From an optimization exercise on the open Yosys and OpenROAD flow, aimed at small area, a short achievable clock period and few clock cycles; shortcuts taken in it are not production practice. The RTL was checked by simulation tests, not by an equivalence proof against the original design. Power figures rest on the tool's default switching activity, not on a simulated workload.

File: design/flow/config.mk
export PLATFORM = sky130hd
export DESIGN_NAME = ldp_fc
export DESIGN_NICKNAME = ldp_fc
export VERILOG_FILES = /design/flow/design.v
export SDC_FILE = /design/flow/constraint.sdc
export NUM_CORES = 4
export LEC_CHECK = 0
export CAP_MARGIN = 20
export CORE_MARGIN = 2
export CORE_UTILIZATION = 40
export SLEW_MARGIN = 20
File: design/flow/constraint.sdc
create_clock -name core_clock -period 10.0 [get_ports {clk}]
set_input_delay 2.0000 -clock core_clock [delete_from_list [all_inputs] [get_ports {clk}]]
set_output_delay 2.0000 -clock core_clock [all_outputs]
set_load 0.01 [all_outputs]
File: design/flow/design.v
module ldp_crc_table (
    input  wire [7:0]  index,
    output reg  [15:0] value
);
    always @(*) begin
        case (index)
            8'h00: value = 16'h0000;
            8'h01: value = 16'h8005;
            8'h02: value = 16'h800F;
            8'h03: value = 16'h000A;
            8'h04: value = 16'h801B;
            8'h05: value = 16'h001E;
            8'h06: value = 16'h0014;
            8'h07: value = 16'h8011;
            8'h08: value = 16'h8033;
            8'h09: value = 16'h0036;
            8'h0A: value = 16'h003C;
            8'h0B: value = 16'h8039;
            8'h0C: value = 16'h0028;
            8'h0D: value = 16'h802D;
            8'h0E: value = 16'h8027;
            8'h0F: value = 16'h0022;
            8'h10: value = 16'h8063;
            8'h11: value = 16'h0066;
            8'h12: value = 16'h006C;
            8'h13: value = 16'h8069;
            8'h14: value = 16'h0078;
            8'h15: value = 16'h807D;
            8'h16: value = 16'h8077;
            8'h17: value = 16'h0072;
            8'h18: value = 16'h0050;
            8'h19: value = 16'h8055;
            8'h1A: value = 16'h805F;
            8'h1B: value = 16'h005A;
            8'h1C: value = 16'h804B;
            8'h1D: value = 16'h004E;
            8'h1E: value = 16'h0044;
            8'h1F: value = 16'h8041;
            8'h20: value = 16'h80C3;
            8'h21: value = 16'h00C6;
            8'h22: value = 16'h00CC;
            8'h23: value = 16'h80C9;
            8'h24: value = 16'h00D8;
            8'h25: value = 16'h80DD;
            8'h26: value = 16'h80D7;
            8'h27: value = 16'h00D2;
            8'h28: value = 16'h00F0;
            8'h29: value = 16'h80F5;
            8'h2A: value = 16'h80FF;
            8'h2B: value = 16'h00FA;
            8'h2C: value = 16'h80EB;
            8'h2D: value = 16'h00EE;
            8'h2E: value = 16'h00E4;
            8'h2F: value = 16'h80E1;
            8'h30: value = 16'h00A0;
            8'h31: value = 16'h80A5;
            8'h32: value = 16'h80AF;
            8'h33: value = 16'h00AA;
            8'h34: value = 16'h80BB;
            8'h35: value = 16'h00BE;
            8'h36: value = 16'h00B4;
            8'h37: value = 16'h80B1;
            8'h38: value = 16'h8093;
            8'h39: value = 16'h0096;
            8'h3A: value = 16'h009C;
            8'h3B: value = 16'h8099;
            8'h3C: value = 16'h0088;
            8'h3D: value = 16'h808D;
            8'h3E: value = 16'h8087;
            8'h3F: value = 16'h0082;
            8'h40: value = 16'h8183;
            8'h41: value = 16'h0186;
            8'h42: value = 16'h018C;
            8'h43: value = 16'h8189;
            8'h44: value = 16'h0198;
            8'h45: value = 16'h819D;
            8'h46: value = 16'h8197;
            8'h47: value = 16'h0192;
            8'h48: value = 16'h01B0;
            8'h49: value = 16'h81B5;
            8'h4A: value = 16'h81BF;
            8'h4B: value = 16'h01BA;
            8'h4C: value = 16'h81AB;
            8'h4D: value = 16'h01AE;
            8'h4E: value = 16'h01A4;
            8'h4F: value = 16'h81A1;
            8'h50: value = 16'h01E0;
            8'h51: value = 16'h81E5;
            8'h52: value = 16'h81EF;
            8'h53: value = 16'h01EA;
            8'h54: value = 16'h81FB;
            8'h55: value = 16'h01FE;
            8'h56: value = 16'h01F4;
            8'h57: value = 16'h81F1;
            8'h58: value = 16'h81D3;
            8'h59: value = 16'h01D6;
            8'h5A: value = 16'h01DC;
            8'h5B: value = 16'h81D9;
            8'h5C: value = 16'h01C8;
            8'h5D: value = 16'h81CD;
            8'h5E: value = 16'h81C7;
            8'h5F: value = 16'h01C2;
            8'h60: value = 16'h0140;
            8'h61: value = 16'h8145;
            8'h62: value = 16'h814F;
            8'h63: value = 16'h014A;
            8'h64: value = 16'h815B;
            8'h65: value = 16'h015E;
            8'h66: value = 16'h0154;
            8'h67: value = 16'h8151;
            8'h68: value = 16'h8173;
            8'h69: value = 16'h0176;
            8'h6A: value = 16'h017C;
            8'h6B: value = 16'h8179;
            8'h6C: value = 16'h0168;
            8'h6D: value = 16'h816D;
            8'h6E: value = 16'h8167;
            8'h6F: value = 16'h0162;
            8'h70: value = 16'h8123;
            8'h71: value = 16'h0126;
            8'h72: value = 16'h012C;
            8'h73: value = 16'h8129;
            8'h74: value = 16'h0138;
            8'h75: value = 16'h813D;
            8'h76: value = 16'h8137;
            8'h77: value = 16'h0132;
            8'h78: value = 16'h0110;
            8'h79: value = 16'h8115;
            8'h7A: value = 16'h811F;
            8'h7B: value = 16'h011A;
            8'h7C: value = 16'h810B;
            8'h7D: value = 16'h010E;
            8'h7E: value = 16'h0104;
            8'h7F: value = 16'h8101;
            8'h80: value = 16'h8303;
            8'h81: value = 16'h0306;
            8'h82: value = 16'h030C;
            8'h83: value = 16'h8309;
            8'h84: value = 16'h0318;
            8'h85: value = 16'h831D;
            8'h86: value = 16'h8317;
            8'h87: value = 16'h0312;
            8'h88: value = 16'h0330;
            8'h89: value = 16'h8335;
            8'h8A: value = 16'h833F;
            8'h8B: value = 16'h033A;
            8'h8C: value = 16'h832B;
            8'h8D: value = 16'h032E;
            8'h8E: value = 16'h0324;
            8'h8F: value = 16'h8321;
            8'h90: value = 16'h0360;
            8'h91: value = 16'h8365;
            8'h92: value = 16'h836F;
            8'h93: value = 16'h036A;
            8'h94: value = 16'h837B;
            8'h95: value = 16'h037E;
            8'h96: value = 16'h0374;
            8'h97: value = 16'h8371;
            8'h98: value = 16'h8353;
            8'h99: value = 16'h0356;
            8'h9A: value = 16'h035C;
            8'h9B: value = 16'h8359;
            8'h9C: value = 16'h0348;
            8'h9D: value = 16'h834D;
            8'h9E: value = 16'h8347;
            8'h9F: value = 16'h0342;
            8'hA0: value = 16'h03C0;
            8'hA1: value = 16'h83C5;
            8'hA2: value = 16'h83CF;
            8'hA3: value = 16'h03CA;
            8'hA4: value = 16'h83DB;
            8'hA5: value = 16'h03DE;
            8'hA6: value = 16'h03D4;
            8'hA7: value = 16'h83D1;
            8'hA8: value = 16'h83F3;
            8'hA9: value = 16'h03F6;
            8'hAA: value = 16'h03FC;
            8'hAB: value = 16'h83F9;
            8'hAC: value = 16'h03E8;
            8'hAD: value = 16'h83ED;
            8'hAE: value = 16'h83E7;
            8'hAF: value = 16'h03E2;
            8'hB0: value = 16'h83A3;
            8'hB1: value = 16'h03A6;
            8'hB2: value = 16'h03AC;
            8'hB3: value = 16'h83A9;
            8'hB4: value = 16'h03B8;
            8'hB5: value = 16'h83BD;
            8'hB6: value = 16'h83B7;
            8'hB7: value = 16'h03B2;
            8'hB8: value = 16'h0390;
            8'hB9: value = 16'h8395;
            8'hBA: value = 16'h839F;
            8'hBB: value = 16'h039A;
            8'hBC: value = 16'h838B;
            8'hBD: value = 16'h038E;
            8'hBE: value = 16'h0384;
            8'hBF: value = 16'h8381;
            8'hC0: value = 16'h0280;
            8'hC1: value = 16'h8285;
            8'hC2: value = 16'h828F;
            8'hC3: value = 16'h028A;
            8'hC4: value = 16'h829B;
            8'hC5: value = 16'h029E;
            8'hC6: value = 16'h0294;
            8'hC7: value = 16'h8291;
            8'hC8: value = 16'h82B3;
            8'hC9: value = 16'h02B6;
            8'hCA: value = 16'h02BC;
            8'hCB: value = 16'h82B9;
            8'hCC: value = 16'h02A8;
            8'hCD: value = 16'h82AD;
            8'hCE: value = 16'h82A7;
            8'hCF: value = 16'h02A2;
            8'hD0: value = 16'h82E3;
            8'hD1: value = 16'h02E6;
            8'hD2: value = 16'h02EC;
            8'hD3: value = 16'h82E9;
            8'hD4: value = 16'h02F8;
            8'hD5: value = 16'h82FD;
            8'hD6: value = 16'h82F7;
            8'hD7: value = 16'h02F2;
            8'hD8: value = 16'h02D0;
            8'hD9: value = 16'h82D5;
            8'hDA: value = 16'h82DF;
            8'hDB: value = 16'h02DA;
            8'hDC: value = 16'h82CB;
            8'hDD: value = 16'h02CE;
            8'hDE: value = 16'h02C4;
            8'hDF: value = 16'h82C1;
            8'hE0: value = 16'h8243;
            8'hE1: value = 16'h0246;
            8'hE2: value = 16'h024C;
            8'hE3: value = 16'h8249;
            8'hE4: value = 16'h0258;
            8'hE5: value = 16'h825D;
            8'hE6: value = 16'h8257;
            8'hE7: value = 16'h0252;
            8'hE8: value = 16'h0270;
            8'hE9: value = 16'h8275;
            8'hEA: value = 16'h827F;
            8'hEB: value = 16'h027A;
            8'hEC: value = 16'h826B;
            8'hED: value = 16'h026E;
            8'hEE: value = 16'h0264;
            8'hEF: value = 16'h8261;
            8'hF0: value = 16'h0220;
            8'hF1: value = 16'h8225;
            8'hF2: value = 16'h822F;
            8'hF3: value = 16'h022A;
            8'hF4: value = 16'h823B;
            8'hF5: value = 16'h023E;
            8'hF6: value = 16'h0234;
            8'hF7: value = 16'h8231;
            8'hF8: value = 16'h8213;
            8'hF9: value = 16'h0216;
            8'hFA: value = 16'h021C;
            8'hFB: value = 16'h8219;
            8'hFC: value = 16'h0208;
            8'hFD: value = 16'h820D;
            8'hFE: value = 16'h8207;
            8'hFF: value = 16'h0202;
            default: value = 16'h0000;
        endcase
    end
endmodule
module ldp_sentry #(
    parameter N = 4
) (
    input  wire [1:0] count,      
    input  wire [7:0] data,       
    output reg  [1:0] count_nx,   
    output reg        match       
);
    reg [7:0] expect_byte;
    reg [2:0] t;
    always @(*) begin
        case (count)
            2'd0:    expect_byte = 8'hFF;
            2'd1:    expect_byte = 8'hFF;
            2'd2:    expect_byte = 8'hFD;
            default: expect_byte = 8'h00;
        endcase
        if (data == expect_byte)
            t = {1'b0, count} + 3'd1;                
        else if (data == 8'hFF && count < 2'd3)
            t = {1'b0, count};                       
        else
            t = 3'd0;                                
        if (t == N) begin
            count_nx = 2'd0;
            match    = 1'b1;
        end else begin
            count_nx = t[1:0];
            match    = 1'b0;
        end
    end
endmodule
module ldp_fc #(
    parameter PBUF_SIZE = 64
) (
    input  wire        clk,
    input  wire        rst,           
    input  wire        cmd_valid,
    output wire        cmd_ready,
    input  wire [31:0] cmd,
    input  wire        rx_valid,
    output wire        rx_ready,
    input  wire [7:0]  rx_data,
    output wire        tx_valid,
    input  wire        tx_ready,
    output reg  [7:0]  tx_data,
    output wire        po_valid,
    input  wire        po_ready,
    output wire [7:0]  po_data,
    output wire        busy,
    output wire [10:0] stat,          
    output wire [15:0] crc,
    output wire [1:0]  s3,
    output wire [1:0]  s4,
    output wire [15:0] pwp,
    output wire [15:0] alen,
    output wire [15:0] idx,
    output wire [7:0]  rid,
    output wire [15:0] rlen,
    output wire [7:0]  rinst,
    output wire [7:0]  rerr,
    output wire [15:0] rem,
    output wire [15:0] rcrc,
    output wire [15:0] nlog
);
    localparam PW = $clog2(PBUF_SIZE + 1);
    localparam AW = $clog2(PBUF_SIZE);
    localparam OP_CRC_CLR  = 4'h1;
    localparam OP_CRC_LD   = 4'h2;
    localparam OP_CRC_ADV  = 4'h3;
    localparam OP_CRC_FOLD = 4'h4;
    localparam OP_S3_CLR   = 4'h5;
    localparam OP_S3_FEED  = 4'h6;
    localparam OP_S4_CLR   = 4'h7;
    localparam OP_S4_FEED  = 4'h8;
    localparam OP_PB_CLR   = 4'h9;
    localparam OP_PB_PUSH  = 4'hA;
    localparam OP_ASM      = 4'hB;
    localparam OP_HUNT     = 4'hC;
    localparam OP_PARSE    = 4'hD;
    localparam PH_IDLE   = 5'd0;
    localparam PH_A_SCAN = 5'd1;
    localparam PH_A_H0   = 5'd2;
    localparam PH_A_H1   = 5'd3;
    localparam PH_A_H2   = 5'd4;
    localparam PH_A_H3   = 5'd5;
    localparam PH_A_ID   = 5'd6;
    localparam PH_A_L0   = 5'd7;
    localparam PH_A_L1   = 5'd8;
    localparam PH_A_INST = 5'd9;
    localparam PH_A_PAR  = 5'd10;
    localparam PH_A_STF  = 5'd11;
    localparam PH_A_C0   = 5'd12;
    localparam PH_A_C1   = 5'd13;
    localparam PH_H_RX   = 5'd14;
    localparam PH_P_ID   = 5'd15;
    localparam PH_P_L0   = 5'd16;
    localparam PH_P_L1   = 5'd17;
    localparam PH_P_INST = 5'd18;
    localparam PH_P_ERR  = 5'd19;
    localparam PH_P_CHK  = 5'd20;
    localparam PH_P_RAW  = 5'd21;
    localparam PH_P_OUT  = 5'd22;
    localparam PH_P_C0   = 5'd23;
    localparam PH_P_C1   = 5'd24;
    localparam PH_P_FIN  = 5'd25;
    localparam PH_F_FOLD = 5'd26;
    localparam [7:0] K_NOT_STATUS = 8'h80;
    localparam [7:0] K_BAD_CRC    = 8'h81;
    localparam [7:0] K_BAD_LENGTH = 8'h82;
    reg [4:0]    ph;
    reg [15:0]   crc_r;
    reg [1:0]    s3_r, s4_r;
    reg [PW-1:0] pwp_r;
    reg [7:0]    pbuf [0:PBUF_SIZE-1];
    reg [15:0]   alen_r;
    reg [PW-1:0] idx_r;
    reg [PW-1:0] fidx;                
    reg [7:0]    rid_r, rinst_r, rerr_r;
    reg [15:0]   rlen_r, rem_r, rcrc_r, nlog_r;
    reg          skip;
    reg [7:0]    kind;
    reg          alert, match_f, cmderr;
    reg [7:0]    a_id, a_inst;        
    reg          p_ce;                
    reg [15:0]   p_cap;
    reg [7:0]    pbyte;               
    assign busy      = (ph != PH_IDLE);
    assign cmd_ready = (ph == PH_IDLE);
    assign stat      = {cmderr, match_f, alert, kind};
    assign crc       = crc_r;
    assign s3        = s3_r;
    assign s4        = s4_r;
    assign pwp       = {{(16-PW){1'b0}}, pwp_r};
    assign alen      = alen_r;
    assign idx       = {{(16-PW){1'b0}}, idx_r};
    assign rid       = rid_r;
    assign rlen      = rlen_r;
    assign rinst     = rinst_r;
    assign rerr      = rerr_r;
    assign rem       = rem_r;
    assign rcrc      = rcrc_r;
    assign nlog      = nlog_r;
    assign tx_valid = (ph >= PH_A_H0) && (ph <= PH_A_C1);
    assign rx_ready = (ph == PH_H_RX) || (ph == PH_P_ID) || (ph == PH_P_L0) ||
                      (ph == PH_P_L1) || (ph == PH_P_INST) || (ph == PH_P_ERR) ||
                      (ph == PH_P_RAW) || (ph == PH_P_C0) || (ph == PH_P_C1);
    assign po_valid = (ph == PH_P_OUT);
    assign po_data  = pbyte;
    wire tx_fire = tx_valid && tx_ready;
    wire rx_fire = rx_ready && rx_valid;
    wire po_fire = po_valid && po_ready;
    wire [AW-1:0] rd_addr = (ph == PH_F_FOLD) ? fidx[AW-1:0] : idx_r[AW-1:0];
    wire [7:0]    pb_rd   = pbuf[rd_addr];
    always @(*) begin
        case (ph)
            PH_A_H0:   tx_data = 8'hFF;
            PH_A_H1:   tx_data = 8'hFF;
            PH_A_H2:   tx_data = 8'hFD;
            PH_A_H3:   tx_data = 8'h00;
            PH_A_ID:   tx_data = a_id;
            PH_A_L0:   tx_data = alen_r[7:0];
            PH_A_L1:   tx_data = alen_r[15:8];
            PH_A_INST: tx_data = a_inst;
            PH_A_PAR:  tx_data = pb_rd;
            PH_A_STF:  tx_data = 8'hFD;
            PH_A_C0:   tx_data = crc_r[7:0];
            PH_A_C1:   tx_data = crc_r[15:8];
            default:   tx_data = 8'h00;
        endcase
    end
    wire [3:0]  op = cmd[31:28];
    reg         cmd_ok;
    always @(*) begin
        case (op)
            OP_CRC_CLR, OP_CRC_FOLD, OP_S3_CLR, OP_S4_CLR, OP_PB_CLR, OP_HUNT:
                cmd_ok = (cmd[27:0] == 28'd0);
            OP_CRC_ADV, OP_S3_FEED, OP_S4_FEED, OP_PB_PUSH:
                cmd_ok = (cmd[27:8] == 20'd0);
            OP_CRC_LD, OP_ASM:
                cmd_ok = (cmd[27:16] == 12'd0);
            OP_PARSE:
                cmd_ok = (cmd[27:17] == 11'd0);
            default:
                cmd_ok = 1'b0;
        endcase
    end
    wire cmd_fire = cmd_valid && cmd_ready;
    reg  [7:0]  crc_byte;
    wire [15:0] t_val;
    wire [15:0] crc_adv = {crc_r[7:0], 8'h00} ^ t_val;
    always @(*) begin
        case (ph)
            PH_IDLE:   crc_byte = cmd[7:0];
            PH_F_FOLD: crc_byte = pb_rd;
            PH_A_H0, PH_A_H1, PH_A_H2, PH_A_H3, PH_A_ID, PH_A_L0,
            PH_A_L1, PH_A_INST, PH_A_PAR, PH_A_STF:
                       crc_byte = tx_data;
            default:   crc_byte = rx_data;
        endcase
    end
    ldp_crc_table u_crc_table (
        .index (crc_r[15:8] ^ crc_byte),
        .value (t_val)
    );
    reg  [7:0] s3_byte;
    wire [1:0] s3_nx, s4_nx;
    wire       s3_m, s4_m;
    always @(*) begin
        case (ph)
            PH_IDLE:   s3_byte = cmd[7:0];
            PH_P_OUT:  s3_byte = pbyte;
            default:   s3_byte = pb_rd;           
        endcase
    end
    ldp_sentry #(.N(3)) u_s3 (
        .count    (s3_r),
        .data     (s3_byte),
        .count_nx (s3_nx),
        .match    (s3_m)
    );
    ldp_sentry #(.N(4)) u_s4 (
        .count    (s4_r),
        .data     ((ph == PH_IDLE) ? cmd[7:0] : rx_data),
        .count_nx (s4_nx),
        .match    (s4_m)
    );
    always @(posedge clk) begin
        if (!rst && cmd_fire && cmd_ok && op == OP_PB_PUSH && pwp_r != PBUF_SIZE)
            pbuf[pwp_r[AW-1:0]] <= cmd[7:0];
    end
    always @(posedge clk) begin
        if (rst) begin
            ph      <= PH_IDLE;
            crc_r   <= 16'h0000;
            s3_r    <= 2'd0;
            s4_r    <= 2'd0;
            pwp_r   <= {PW{1'b0}};
            alen_r  <= 16'h0000;
            idx_r   <= {PW{1'b0}};
            fidx    <= {PW{1'b0}};
            rid_r   <= 8'h00;
            rlen_r  <= 16'h0000;
            rinst_r <= 8'h00;
            rerr_r  <= 8'h00;
            rem_r   <= 16'h0000;
            rcrc_r  <= 16'h0000;
            nlog_r  <= 16'h0000;
            skip    <= 1'b0;
            kind    <= 8'h00;
            alert   <= 1'b0;
            match_f <= 1'b0;
            cmderr  <= 1'b0;
            a_id    <= 8'h00;
            a_inst  <= 8'h00;
            p_ce    <= 1'b0;
            p_cap   <= 16'h0000;
            pbyte   <= 8'h00;
        end else begin
            case (ph)
            PH_IDLE: if (cmd_fire) begin
                kind    <= 8'h00;
                alert   <= 1'b0;
                match_f <= 1'b0;
                cmderr  <= 1'b0;
                if (!cmd_ok) begin
                    cmderr <= 1'b1;
                end else begin
                    case (op)
                        OP_CRC_CLR:  crc_r <= 16'h0000;
                        OP_CRC_LD:   crc_r <= cmd[15:0];
                        OP_CRC_ADV:  crc_r <= crc_adv;
                        OP_CRC_FOLD: begin
                            fidx <= {PW{1'b0}};
                            if (pwp_r != 0)
                                ph <= PH_F_FOLD;
                        end
                        OP_S3_CLR:   s3_r <= 2'd0;
                        OP_S3_FEED: begin
                            s3_r    <= s3_nx;
                            match_f <= s3_m;
                        end
                        OP_S4_CLR:   s4_r <= 2'd0;
                        OP_S4_FEED: begin
                            s4_r    <= s4_nx;
                            match_f <= s4_m;
                        end
                        OP_PB_CLR:   pwp_r <= {PW{1'b0}};
                        OP_PB_PUSH: begin
                            if (pwp_r == PBUF_SIZE)
                                cmderr <= 1'b1;
                            else
                                pwp_r <= pwp_r + 1'b1;
                        end
                        OP_ASM: begin
                            a_id   <= cmd[15:8];
                            a_inst <= cmd[7:0];
                            crc_r  <= 16'h0000;
                            s3_r   <= 2'd0;
                            idx_r  <= {PW{1'b0}};
                            alen_r <= {{(16-PW){1'b0}}, pwp_r} + 16'd3;
                            ph     <= PH_A_SCAN;
                        end
                        OP_HUNT:     ph <= PH_H_RX;
                        OP_PARSE: begin
                            p_ce    <= cmd[16];
                            p_cap   <= cmd[15:0];
                            rid_r   <= 8'h00;
                            rlen_r  <= 16'h0000;
                            rinst_r <= 8'h00;
                            rerr_r  <= 8'h00;
                            rem_r   <= 16'h0000;
                            rcrc_r  <= 16'h0000;
                            nlog_r  <= 16'h0000;
                            skip    <= 1'b0;
                            crc_r   <= 16'h0E28;
                            s3_r    <= 2'd0;
                            ph      <= PH_P_ID;
                        end
                        default: ;
                    endcase
                end
            end
            PH_F_FOLD: begin
                crc_r <= crc_adv;
                fidx  <= fidx + 1'b1;
                if (fidx + 1'b1 == pwp_r)
                    ph <= PH_IDLE;
            end
            PH_A_SCAN: begin
                if (idx_r != pwp_r) begin
                    s3_r  <= s3_nx;
                    idx_r <= idx_r + 1'b1;
                    if (s3_m)
                        alen_r <= alen_r + 16'd1;
                end else begin
                    s3_r  <= 2'd0;
                    idx_r <= {PW{1'b0}};
                    ph    <= PH_A_H0;
                end
            end
            PH_A_H0, PH_A_H1, PH_A_H2, PH_A_H3, PH_A_ID, PH_A_L0, PH_A_L1:
                if (tx_fire) begin
                    crc_r <= crc_adv;
                    ph    <= ph + 5'd1;
                end
            PH_A_INST: if (tx_fire) begin
                crc_r <= crc_adv;
                ph    <= (pwp_r == 0) ? PH_A_C0 : PH_A_PAR;
            end
            PH_A_PAR: if (tx_fire) begin
                crc_r <= crc_adv;
                s3_r  <= s3_nx;
                idx_r <= idx_r + 1'b1;
                if (s3_m)
                    ph <= PH_A_STF;
                else if (idx_r + 1'b1 == pwp_r)
                    ph <= PH_A_C0;
            end
            PH_A_STF: if (tx_fire) begin
                crc_r <= crc_adv;
                ph    <= (idx_r == pwp_r) ? PH_A_C0 : PH_A_PAR;
            end
            PH_A_C0: if (tx_fire) ph <= PH_A_C1;
            PH_A_C1: if (tx_fire) ph <= PH_IDLE;
            PH_H_RX: if (rx_fire) begin
                s4_r <= s4_nx;
                if (s4_m) begin
                    match_f <= 1'b1;
                    ph      <= PH_IDLE;
                end
            end
            PH_P_ID: if (rx_fire) begin
                rid_r <= rx_data;
                crc_r <= crc_adv;
                ph    <= PH_P_L0;
            end
            PH_P_L0: if (rx_fire) begin
                rlen_r[7:0] <= rx_data;
                crc_r       <= crc_adv;
                ph          <= PH_P_L1;
            end
            PH_P_L1: if (rx_fire) begin
                rlen_r[15:8] <= rx_data;
                crc_r        <= crc_adv;
                ph           <= PH_P_INST;
            end
            PH_P_INST: if (rx_fire) begin
                rinst_r <= rx_data;
                crc_r   <= crc_adv;
                ph      <= PH_P_ERR;
            end
            PH_P_ERR: if (rx_fire) begin
                rerr_r <= rx_data;
                crc_r  <= crc_adv;
                ph     <= PH_P_CHK;
            end
            PH_P_CHK: begin
                if (rinst_r != 8'h55) begin
                    kind <= K_NOT_STATUS;
                    skip <= 1'b0;
                    ph   <= PH_IDLE;
                end else if (rlen_r < 16'd4) begin
                    kind <= K_BAD_LENGTH;
                    skip <= 1'b0;
                    ph   <= PH_IDLE;
                end else begin
                    rem_r <= rlen_r - 16'd4;
                    if (p_ce && (rlen_r - 16'd4) != p_cap) begin
                        kind <= K_BAD_LENGTH;
                        skip <= 1'b0;
                        ph   <= PH_IDLE;
                    end else if (rlen_r == 16'd4) begin
                        ph <= PH_P_C0;
                    end else begin
                        ph <= PH_P_RAW;
                    end
                end
            end
            PH_P_RAW: if (rx_fire) begin
                crc_r <= crc_adv;
                rem_r <= rem_r - 16'd1;
                if (skip) begin
                    skip <= 1'b0;
                    if (rem_r == 16'd1)
                        ph <= PH_P_C0;
                end else begin
                    pbyte <= rx_data;
                    ph    <= PH_P_OUT;
                end
            end
            PH_P_OUT: if (po_fire) begin
                nlog_r <= nlog_r + 16'd1;
                s3_r   <= s3_nx;
                if (rem_r == 16'd0) begin
                    skip <= 1'b0;
                    ph   <= PH_P_C0;
                end else begin
                    skip <= s3_m;
                    ph   <= PH_P_RAW;
                end
            end
            PH_P_C0: if (rx_fire) begin
                rcrc_r[7:0] <= rx_data;
                ph          <= PH_P_C1;
            end
            PH_P_C1: if (rx_fire) begin
                rcrc_r[15:8] <= rx_data;
                ph           <= PH_P_FIN;
            end
            PH_P_FIN: begin
                if (rcrc_r != crc_r) begin
                    kind <= K_BAD_CRC;
                end else if (rerr_r[6:0] != 7'd0) begin
                    kind  <= {1'b0, rerr_r[6:0]};
                    alert <= rerr_r[7];
                end
                ph <= PH_IDLE;
            end
            default: ph <= PH_IDLE;
            endcase
        end
    end
endmodule
File: design/flow/run.sh
#!/bin/bash
# synth_recipe.tcl (not shown) runs the flow's synth.tcl, then flattens the netlist and writes it again
# the make line also repeats each setting of config.mk as NAME=value (left out here)
make -C /OpenROAD-flow-scripts/flow DESIGN_CONFIG=/design/flow/config.mk WORK_HOME=/design/flow/orfs CLKGATE_MAP_FILE= SYNTH_SCRIPT=/design/flow/synth_recipe.tcl finish
==> flow_summary_export.csv <==
group,metric,value,unit
hold_path,hp-start,"rid_r[2]",
global_route,grt_pass1_wl,181800,µm
clock_network,htree_num_levels,3,
hold_path,hold_class,"register to register",
critical_path,end_kind,"output port",
global_route,grt_use_met3,5.568,%
global_route,global_route.peak_usage_layer,"met2",
floorplan,core_region_area,84750,µm²
pwr,power_frac_seq,50.9,%
routing,routed_via_density,6.091,
critical_path,reg2reg_from,"ph[0]",
routing,wl_per_cell,27.70,µm
yosys,synth_cell_types,84,
clock_network,numCtsBuffers,80,
placed_design,place.port_buffers,215,
critical_path,cp-start-kind,"register",
routing,drt_wl_total,127400,µm
floorplan,dieWidth,295.8,µm
timing,layout_min_cycle_time,8.748,ns
yosys,ys_ff_latch,715,
floorplan,die_h,295.8,µm
yosys,synth_edf_count,512,
routing,drt_iter0_markers,3954,
yosys,synthCells,3220,
yosys,syn-cell-area,34060,µm²
timing,clock_skew,0.04158,ns
pwr,switchingPower,1.373,mW
pwr,combPwrFrac,2.7,%
critical_path,crit_path_max_fanout,35,
routing,dr.pass1.iters,6,
global_route,grt_usage,28.40,%
timing,setup_slack,1.252,ns
yosys,synth_seq_area_share,57.07,%
global_route,gr-total-overflow,0,
final_layout,syn2layout_area_growth,17.22,%
global_route,grt_use_met2,43.17,%
critical_path,crit_path_start,"ph[0]",
floorplan,die-area,87500,µm²
clock_network,clk_pin_slew,0.06,ns
final_layout,layout-drive-gt1-share,8.625,%
pwr,worst_ir_drop_vdd,0.0001425,V
yosys,yosys_warnings,4,
final_layout,fillers,7822,
timing,finalSetupViolCount,0,
pwr,powerDensity,156.2,nW/µm²
routing,drc_errors,0,
timing,max_slew_margin,9.120,%
pwr,internal_power,4.864,mW
placed_design,place_congestion,0.9514,
floorplan,pin_count,234,
critical_path,worstSetupPathType,"register to output port",
clock_network,clock-sinks,715,
timing,grt_setup_unrepaired,"no",
clock_network,cts-hold-fix-buffers,0,
routing,ant_nets,0,
yosys,post_synth.cell_area_avg,10.58,µm²
pwr,p_sw_share,22.02,%
yosys,ys_async_sr_fraction,0,%
yosys,synthTopCellsByArea,"edfxtp_1, dfxtp_1, nand2_1",
timing,drv_slew,0,
global_route,first_global_vias,25820,
timing,worst_pin_slew,1.346,ns
timing,hold_viol,0,
clock_network,tritoncts,"yes",
floorplan,initial_core_util,40.19,%
final_layout,finalNetCount,3462,
pwr,p_clk_share,46.4,%
clock_network,clk_latency,0.66,ns
clock_network,cts_resized,0,
clock_network,clockBufferDepth,3,
placed_design,dp_hpwl,86280,µm
timing,max_freq,114.3,MHz
critical_path,cp_data_required_time,8.00,ns
floorplan,rows,107,
pwr,p_leak,13.44,nW
global_route,antenna_found_initial,7,
run,maxCapViolations,0,
outcome,status,"timing/DRC/antenna clean",
yosys,ys.flop_type,"edfxtp_1",
yosys,yosysTopAreaCell,"edfxtp_1",
timing,tns,0,ns
global_route,grtUsageMet1,40.32,%
clock_network,postCtsSetupBuffers,0,
yosys,yosysTopAreaCellShare,45.14,%
clock_network,root_buffer,"clkbuf_16",
critical_path,crit_arrival,6.75,ns
placed_design,post-place-ws,2.228,ns
timing,timing.final.crit_share,87.48,%
global_route,grt_max_degree,122,
routing,num_vias,28020,
final cells by class:
| class | count | area, µm² | share of cell area (%) |
|---|---|---|---|
| Tap cell | 1144 | 1431 | 3.585 |
| Inverter | 34 | 127.6 | 0.3197 |
| Sequential cell | 715 | 19450 | 48.71 |
| Clock inverter | 34 | 342.8 | 0.8587 |
| Antenna cell | 1 | 2.502 | 0.006268 |
| Clock buffer | 108 | 2183 | 5.469 |
| Multi-Input combinational cell | 2260 | 13580 | 34.03 |
| Timing Repair Buffer | 304 | 2805 | 7.026 |
state kept, by name, summed over array words and instances (netlist names), 16 cells and up:
register,flops
pbuf,512
alen_r,16
crc_r,16
nlog_r,16
p_cap,16
rcrc_r,16
rem_r,16
rlen_r,16
power by group through the flow:
| stage | Sequential, mW | Combinational, mW | Clock [mW] |
|---|---|---|---|
| 2_1_floorplan | 3.24 | 0.0696 | 0 |
| 3_3_place_gp | 3.24 | 0.166 | 0 |
| 3_5_place_dp | 3.24 | 0.167 | 0 |
| 4_1_cts | 3.17 | 0.167 | 2.91 |
| 5_1_grt | 3.17 | 0.179 | 3.03 |
| 6_report | 3.17 | 0.171 | 2.89 |
cell usage after synthesis (9+ instances only):
cell type / number
buf_1: 28
and3_1: 30
xor2_1: 65
o22ai_1: 34
and2_1: 11
clkbuf_1: 121
a221oi_1: 16
a31oi_1: 46
mux4_2: 12
nor2_1: 321
o31ai_1: 12
a22oi_1: 59
a311oi_1: 14
nand4_1: 46
mux2i_1: 152
nor4_1: 32
xnor2_1: 51
edfxtp_1: 512
a21oi_1: 179
nand2_1: 472
o21ai_0: 85
ha_1: 21
or3_1: 19
inv_1: 33
o221ai_1: 9
buf_4: 29
nand3_1: 198
mux2_2: 36
or4_1: 10
nor3_1: 51
or2_2: 14
nor2b_1: 36
nand2b_1: 18
a211oi_1: 31
a32oi_1: 29
buf_2: 47
dfxtp_1: 203
final timing paths:
kind	slack, ns	endpoint	cells past startpoint
max	1.25	tx_data[0]	13
min	0.46	rid_r[2]	2
max reg2reg	2.50	alen_r[13]	19
min reg2reg	0.46	rid_r[2]	2
placed cells by master (no fill, tap or decap), types with 22 or more instances in the layout:
| cell | synthesis | routed |
|---|---|---|
| clkdlybuf4s50_1 | 0 | 206 |
| xor2_1 | 65 | 65 |
| edfxtp_1 | 512 | 512 |
| inv_1 | 33 | 33 |
| a31oi_1 | 46 | 46 |
| o22ai_1 | 34 | 34 |
| dfxtp_1 | 203 | 201 |
| clkbuf_16 | 0 | 82 |
| nor3_1 | 51 | 47 |
| nand4_1 | 46 | 46 |
| a211oi_1 | 31 | 30 |
| a21oi_1 | 179 | 179 |
| a22oi_1 | 59 | 59 |
| nand2_1 | 472 | 472 |
| clkbuf_1 | 121 | 22 |
| nor4_1 | 32 | 32 |
| nor2_1 | 321 | 312 |
| a32oi_1 | 29 | 29 |
| o21ai_0 | 85 | 85 |
| nand3_1 | 198 | 198 |
| nor2b_1 | 36 | 36 |
| xnor2_1 | 51 | 51 |
| buf_4 | 29 | 86 |
| and3_1 | 30 | 30 |
| mux2_2 | 36 | 35 |
| mux2i_1 | 152 | 152 |
metrics by stage:
step	hold slack (ns)	power [mW]	cells	util, %	instance area, µm²
floorplan	0.4452	3.307	3237	-	34120
global placement	0.4381	3.403	4450	44.02	37300
detailed placement	0.4464	3.404	4453	44.07	37350
CTS	0.4601	6.250	4595	47.05	39870
global route	0.4793	6.379	4600	47.11	39920
finish	0.4562	6.238	4600	47.11	39920
critical path, cell delays in order (launching register included):
cell	delay (ns)
dfxtp_1	0.34
inv_1	0.14
ha_1	0.51
nand4b_4	0.78
buf_4	0.56
or3_1	0.50
nand2_1	0.28
buf_4	0.38
a32oi_1	0.12
nand3_1	0.27
nand3_1	0.12
o21ai_0	1.05
o21bai_1	0.41
clkdlybuf4s50_1	0.59
kinds of logic (layout without fill, tap and decap cells):
| logic type | Yosys count | after routing | synth area share [%] |
|---|---|---|---|
| compound gates | 606 | 606 | 11.59 |
| xor+xnor | 118 | 118 | 3.119 |
| fa+ha+maj | 21 | 21 | 0.7715 |
| buf+inv | 262 | 480 | 3.446 |
| flops | 715 | 715 | 57.07 |
| mux | 204 | 204 | 6.664 |
| other cells | 1 | 19 | 0.01101 |
| simple gates | 1293 | 1293 | 17.32 |
per-layer routing:
metal,part of all wire (%),vias to the layer above
met5,0.036,-
met1,42,13930
met4,4.0,8
met3,9.5,279
li1,-,12210
met2,44,1599
Testbench counts, summed over its fixed seeds: cycles 21,713.

## re-timing with driven ports
In the flow no input, the clock included, has a driving cell. The finished layout below was timed again as built, in two steps. Step 1 (the two cells are an assumption about what drives the block):
set clk [get_ports {clk}]
set_driving_cell -lib_cell sky130_fd_sc_hd__clkbuf_16 $clk
set_driving_cell -lib_cell sky130_fd_sc_hd__buf_2 [delete_from_list [all_inputs] $clk]
Step 2 adds t to the input delays and takes it off the output delays; t is the mean of the earliest and latest rising clock arrival at the registers after step 1. Input paths then give back, and output paths get back, about the clock's delay inside the block. Slacks: ideal / step 1 / step 2; pairs: ideal / step 1.
t (ns): 0.706
slack for setup (ns): 1.252 / 1.182 / 1.888
worst hold slack (ns): 0.456 / 0.456 / 0.456
clock arrival spread, ns: 0.042 / 0.042
pins driven straight from the clock port: 1
After both steps setup and hold are still met in this run. The setup slack of this run moves by -0.070 ns with the drivers and by +0.636 ns with both steps.
